Background: an optimization exercise with open tools, aiming at small area, a short achievable clock period and few clock cycles per item. Do not read the settings as production practice.
In this exercise RTL edits were held to simulation tests only and were not proved equivalent to the original.
Power and IR drop assume default switching activity.

## job 8695
==> flow/design.v <==
module pfor_unpack (
    input  wire        clk,
    input  wire        rst,           
    input  wire        cmd_valid,
    output wire        cmd_ready,
    input  wire [5:0]  cmd_b,         
    input  wire [7:0]  cmd_cexcept,   
    input  wire        cmd_delta,     
    input  wire        cmd_restart,   
    input  wire        w_valid,
    output wire        w_ready,
    input  wire [31:0] w_data,
    input  wire        x_valid,
    output wire        x_ready,
    input  wire [6:0]  x_pos,
    input  wire [31:0] x_res,
    output wire        o_valid,
    input  wire        o_ready,
    output wire [31:0] o_data
);
    reg         crdy, wrdy, xrdy;
    reg  [31:0] wd;              
    reg         wf;
    reg  [31:0] xr;              
    reg  [6:0]  xp;
    reg         xf;
    reg         act;             
    reg         fa;              
    reg  [5:0]  bq;
    reg  [7:0]  xl;              
    reg         xnz;             
    reg         hit;             
    reg         dq;
    reg         rq;              
    reg         pz;              
    reg  [6:0]  idx;
    reg         last;            
    reg  [4:0]  om;
    reg         nw;              
    reg  [4:0]  omn;             
    reg         nwn;             
    reg  [1:0]  slip;            
    reg         al;              
    reg  [31:1] r0, r1, r2, r3;
    reg  [31:0] u;
    reg         uv, ub, ud;
    reg  [31:0] acc;             
    reg  [31:0] out;
    reg         ov;
    reg  [31:0] sk;              
    reg         sv;
    wire [62:0] f5    = {wd, r0};
    wire [46:0] f4    = om[4] ? f5[62:16] : f5[46:0];
    wire [38:0] f3    = om[3] ? f4[46:8]  : f4[38:0];
    wire [34:0] f2    = om[2] ? f3[38:4]  : f3[34:0];
    wire [32:0] f1    = om[1] ? f2[34:2]  : f2[32:0];
    wire [31:0] field = om[0] ? f1[32:1]  : f1[31:0];
    wire [31:0] mask  = bq[5] ? 32'hFFFFFFFF : ~(32'hFFFFFFFF << bq[4:0]);
    wire [31:0] p0    = bq[0] ? {xr[30:0], 1'b0}  : xr;
    wire [31:0] p1    = bq[1] ? {p0[29:0], 2'b0}  : p0;
    wire [31:0] p2    = bq[2] ? {p1[27:0], 4'b0}  : p1;
    wire [31:0] p3    = bq[3] ? {p2[23:0], 8'b0}  : p2;
    wire [31:0] p4    = bq[4] ? {p3[15:0], 16'b0} : p3;
    wire [31:0] uval  = (field & mask) | (hit ? p4 : 32'd0);
    wire [4:0]  s_om  = om + bq[4:0];                        
    wire [5:0]  s2    = {1'b0, omn} + {1'b0, bq[4:0]};
    wire        fb    = uv & !sv;
    wire [31:0] sa    = acc & {32{ub}};
    wire [31:0] kg0 = sa & u, kp0 = sa ^ u;
    wire [31:0] kg1, kp1, kg2, kp2, kg3, kp3, kg4, kp4, kg5, kp5;
    genvar gi;
    generate
        for (gi = 0; gi < 32; gi = gi + 1) begin : pfx
            if (gi % 2 == 1) begin
                assign kg1[gi] = kg0[gi] | (kp0[gi] & kg0[gi-1]);
                assign kp1[gi] = kp0[gi] & kp0[gi-1];
            end else begin
                assign kg1[gi] = kg0[gi];
                assign kp1[gi] = kp0[gi];
            end
            if (gi % 4 >= 2) begin
                assign kg2[gi] = kg1[gi] | (kp1[gi] & kg1[gi - gi%4 + 1]);
                assign kp2[gi] = kp1[gi] & kp1[gi - gi%4 + 1];
            end else begin
                assign kg2[gi] = kg1[gi];
                assign kp2[gi] = kp1[gi];
            end
            if (gi % 8 >= 4) begin
                assign kg3[gi] = kg2[gi] | (kp2[gi] & kg2[gi - gi%8 + 3]);
                assign kp3[gi] = kp2[gi] & kp2[gi - gi%8 + 3];
            end else begin
                assign kg3[gi] = kg2[gi];
                assign kp3[gi] = kp2[gi];
            end
            if (gi % 16 >= 8) begin
                assign kg4[gi] = kg3[gi] | (kp3[gi] & kg3[gi - gi%16 + 7]);
                assign kp4[gi] = kp3[gi] & kp3[gi - gi%16 + 7];
            end else begin
                assign kg4[gi] = kg3[gi];
                assign kp4[gi] = kp3[gi];
            end
            if (gi >= 16) begin
                assign kg5[gi] = kg4[gi] | (kp4[gi] & kg4[15]);
            end else begin
                assign kg5[gi] = kg4[gi];
            end
        end
    endgenerate
    wire [31:0] sum   = kp0 ^ {kg5[30:0], 1'b0};
    wire        ofree = !ov | o_ready;
    wire        nb     = cmd_valid & crdy;
    wire        lane3  = fa & (idx[1:0] == 2'd3);
    wire        xuse   = fa & hit;
    wire        c_last = fa ? (idx == 7'd126) : last;
    wire        c_xnz  = xuse ? (xl != 8'd1) : xnz;
    wire        c_nw   = lane3 ? nwn : nw;
    wire [1:0]  c_slip = (act & !fa) ? slip + 2'd1 : slip;
    wire        d_wf   = !wrdy | w_valid;
    wire        d_xf   = (xrdy & x_valid) | (xf & !xuse);
    wire        d_act  = !crdy | cmd_valid;
    wire [6:0]  d_idx  = crdy ? 7'd0 : fa ? idx + 7'd1 : idx;
    wire        d_last = !crdy & c_last;
    wire [7:0]  d_xl   = crdy ? cmd_cexcept : xuse ? xl - 8'd1 : xl;
    wire        d_xnz  = crdy ? (cmd_cexcept != 8'd0) : c_xnz;
    wire [4:0]  d_om   = crdy ? 5'd31 : lane3 ? omn : om;
    wire        d_nw   = crdy ? (cmd_b != 6'd0) : c_nw;
    wire [1:0]  d_slip = crdy ? 2'd0 : c_slip;
    wire        d_al   = (d_slip == 2'd0);
    wire        d_hit  = d_xnz & (xrdy ? (x_valid & (x_pos == d_idx))
                                       : (xf & !xuse & (xp == d_idx)));
    wire        d_uv   = fa | (uv & sv);
    wire        d_sv   = ov & !o_ready & (sv | uv);
    wire        d_go   = !(d_uv & d_sv);
    wire        d_fa   = crdy ? (cmd_valid & (d_wf | (cmd_b == 6'd0))
                                  & (d_xf | (cmd_cexcept == 8'd0)) & d_go)
                              : ((c_slip == 2'd0) & (!c_nw | d_wf) & (!c_xnz | d_xf) & d_go);
    assign cmd_ready = crdy;
    assign w_ready   = wrdy;
    assign x_ready   = xrdy;
    assign o_valid   = ov;
    assign o_data    = out;
    always @(posedge clk) begin
        if (!wf | (fa & nw)) wd <= w_data;
        if (!xf | xuse) begin
            xr <= x_res;
            xp <= x_pos;
        end
        if (crdy) begin
            bq <= cmd_b;
            dq <= cmd_delta;
        end
        idx  <= d_idx;
        xl   <= d_xl;
        xnz  <= d_xnz;
        om   <= d_om;
        nw   <= d_nw;
        slip <= d_slip;
        al   <= d_al;
        last <= d_last;
        omn  <= s_om;
        nwn  <= s2[5] | bq[5];
        r0 <= r1;
        r1 <= r2;
        r2 <= r3;
        r3 <= (fa & nw) ? wd[31:1] : r0;
        if (fa) begin
            u  <= uval;
            ub <= dq & !rq;
            ud <= dq;
        end
        if (fb & ud) acc <= sum;
        if (ofree) out <= sv ? sk : sum;
        if (ov & !sv & !o_ready) sk <= sum;
        if (rst) begin
            crdy <= 1'b1;
            wrdy <= 1'b1;
            xrdy <= 1'b1;
            wf   <= 1'b0;
            xf   <= 1'b0;
            act  <= 1'b0;
            fa   <= 1'b0;
            hit  <= 1'b0;
            pz   <= 1'b1;
            uv   <= 1'b0;
            ov   <= 1'b0;
            sv   <= 1'b0;
        end else begin
            crdy <= crdy ? !cmd_valid : (c_last & d_fa);
            wrdy <= !d_wf | (d_nw & d_fa);
            xrdy <= !d_xf | (d_hit & d_fa);
            wf   <= d_wf;
            xf   <= d_xf;
            act  <= d_act;
            fa   <= d_fa;
            hit  <= d_hit;
            if (nb) begin
                rq <= cmd_restart | pz;
                pz <= !cmd_delta & (cmd_restart | pz);
            end else if (fa) begin
                rq <= 1'b0;
            end
            uv <= d_uv;
            sv <= d_sv;
            if (ofree) ov <= sv | fb;
        end
    end
endmodule
clock: 10.0 ns
lec_check: 0
cap_margin: 20
core_margin: 2
core_utilization: 40
place_density: 0.6
slew_margin: 20
standard.sh (not shown) runs the stock make flow with config.mk's settings and CLKGATE_MAP_FILE= SYNTH_SCRIPT=/design/flow/synth_recipe.tcl, a recipe that flattens the netlist after the stock synthesis.
==> flow/flow/run.sh <==
#!/bin/bash
# Standard ORFS layout (the standard.sh), with these knobs changed:
#  - timing repair aims at a setup slack of 6.8 ns, i.e. paths of about 3.2 ns
#    instead of the 10 ns clock, so the resizer actually speeds the design up;
#  - ports are buffered with buf_1 instead of the default delay-cell buffer;
#  - clock tree: default clusters
#    no dummy loads.
# The make output goes to standard.log; ORFS writes each step's log under orfs/logs.
set -euo pipefail
bash standard.sh SETUP_SLACK_MARGIN=6.8 \
  'BUFFER_PORTS_ARGS=-buffer_cell sky130_fd_sc_hd__buf_1' \
  'CTS_ARGS=-sink_clustering_enable -repair_clock_nets -dont_use_dummy_load' \
  finish > standard.log 2>&1
Testbench counts of job 8695, summed over its fixed seeds: cycles 49,176, items 384.
What job 1091 does differently from job 8695 at the input level:
-- flow/flow/run.sh --
<<< job 8695, line 3
#  - timing repair aims at a setup slack of 6.8 ns, i.e. paths of about 3.2 ns
>>> job 1091, line 3
#  - timing repair aims at a setup slack of 6.95 ns, i.e. paths of about 3.05 ns
<<< job 8695, line 6
#  - clock tree: default clusters
#    no dummy loads.
>>> job 1091, line 6
#  - clock tree: clkbuf_8 sink-cluster buffers, clusters of at most 20 sinks
#    within 40 um, no dummy loads.
<<< job 8695, line 10
bash standard.sh SETUP_SLACK_MARGIN=6.8 \
>>> job 1091, line 10
bash standard.sh SETUP_SLACK_MARGIN=6.95 \
<<< job 8695, line 12
  'CTS_ARGS=-sink_clustering_enable -repair_clock_nets -dont_use_dummy_load' \
>>> job 1091, line 12
  'CTS_ARGS=-sink_clustering_enable -repair_clock_nets -sink_clustering_size 20 -sink_clustering_max_diameter 40 -dont_use_dummy_load -sink_clustering_buffer sky130_fd_sc_hd__clkbuf_8' \
- Of the two candidates, job 8695 has the better worst hold slack and job 1091 the worse one.
- Clock skew: job 1091 and job 8695 compared, higher one is job 1091
- From job 8695 to job 1091 the numbers moved as follows: wire length went up, maximum number of pins on one net before global-route repair went down.
Inputs modified between job 1091 and job 2338:
-- flow/flow/run.sh --
<<< job 1091, line 3
#  - timing repair aims at a setup slack of 6.95 ns, i.e. paths of about 3.05 ns
>>> job 2338, line 3
#  - timing repair aims at a setup slack of 7.05 ns, i.e. paths of about 2.95 ns
<<< job 1091, line 10
bash standard.sh SETUP_SLACK_MARGIN=6.95 \
>>> job 2338, line 10
bash standard.sh SETUP_SLACK_MARGIN=7.05 \
## What came out
Cmp job 2338 and job 1091 / relative area of non-clock buffer cells in the final design / lower: job 1091
Total power in job 2338 vs job 1091: up 2.8%
Higher sequential share of layout area among job 2338 and job 1091: job 1091
Each of the runs, namely job 2338 and job 1091, reached the end of the flow and came out clean.
After detailed routing, job 1091 needs less wire than job 2338.

what the ideal ports hide:
Ports are ideal in the flow. The routed layouts listed here were re-timed in OpenROAD. Step 1 assumes that a clkbuf_16 drives the clock port and a buf_2 every other input. Step 2 times the ports against the registers' clock, not the clock port: input delays grow and output delays shrink by t, the midpoint of the rising clock arrivals with the driver on. a / b / c = ideal ports / drivers / drivers and shift; a / b = the first two.
run | shift t [ns] | slack for setup (ns) | worst register clock-pin slew, ns | worst slew at a driven data input, ns | pins driven straight from the clock port
job 8695 | 0.593 | 6.875 / 6.818 / 6.430 | 0.06 / 0.06 | 0.05 | 1
job 1091 | 0.580 | 6.851 / 6.794 / 6.495 | 0.10 / 0.10 | 0.05 | 1
job 2338 | 0.577 | 6.877 / 6.822 / 6.462 | 0.09 / 0.09 | 0.05 | 1
After both steps setup and hold are still met in every run listed. The setup slack of job 8695, which loses most, moves by -0.057 ns with the drivers and by -0.445 ns with both steps.
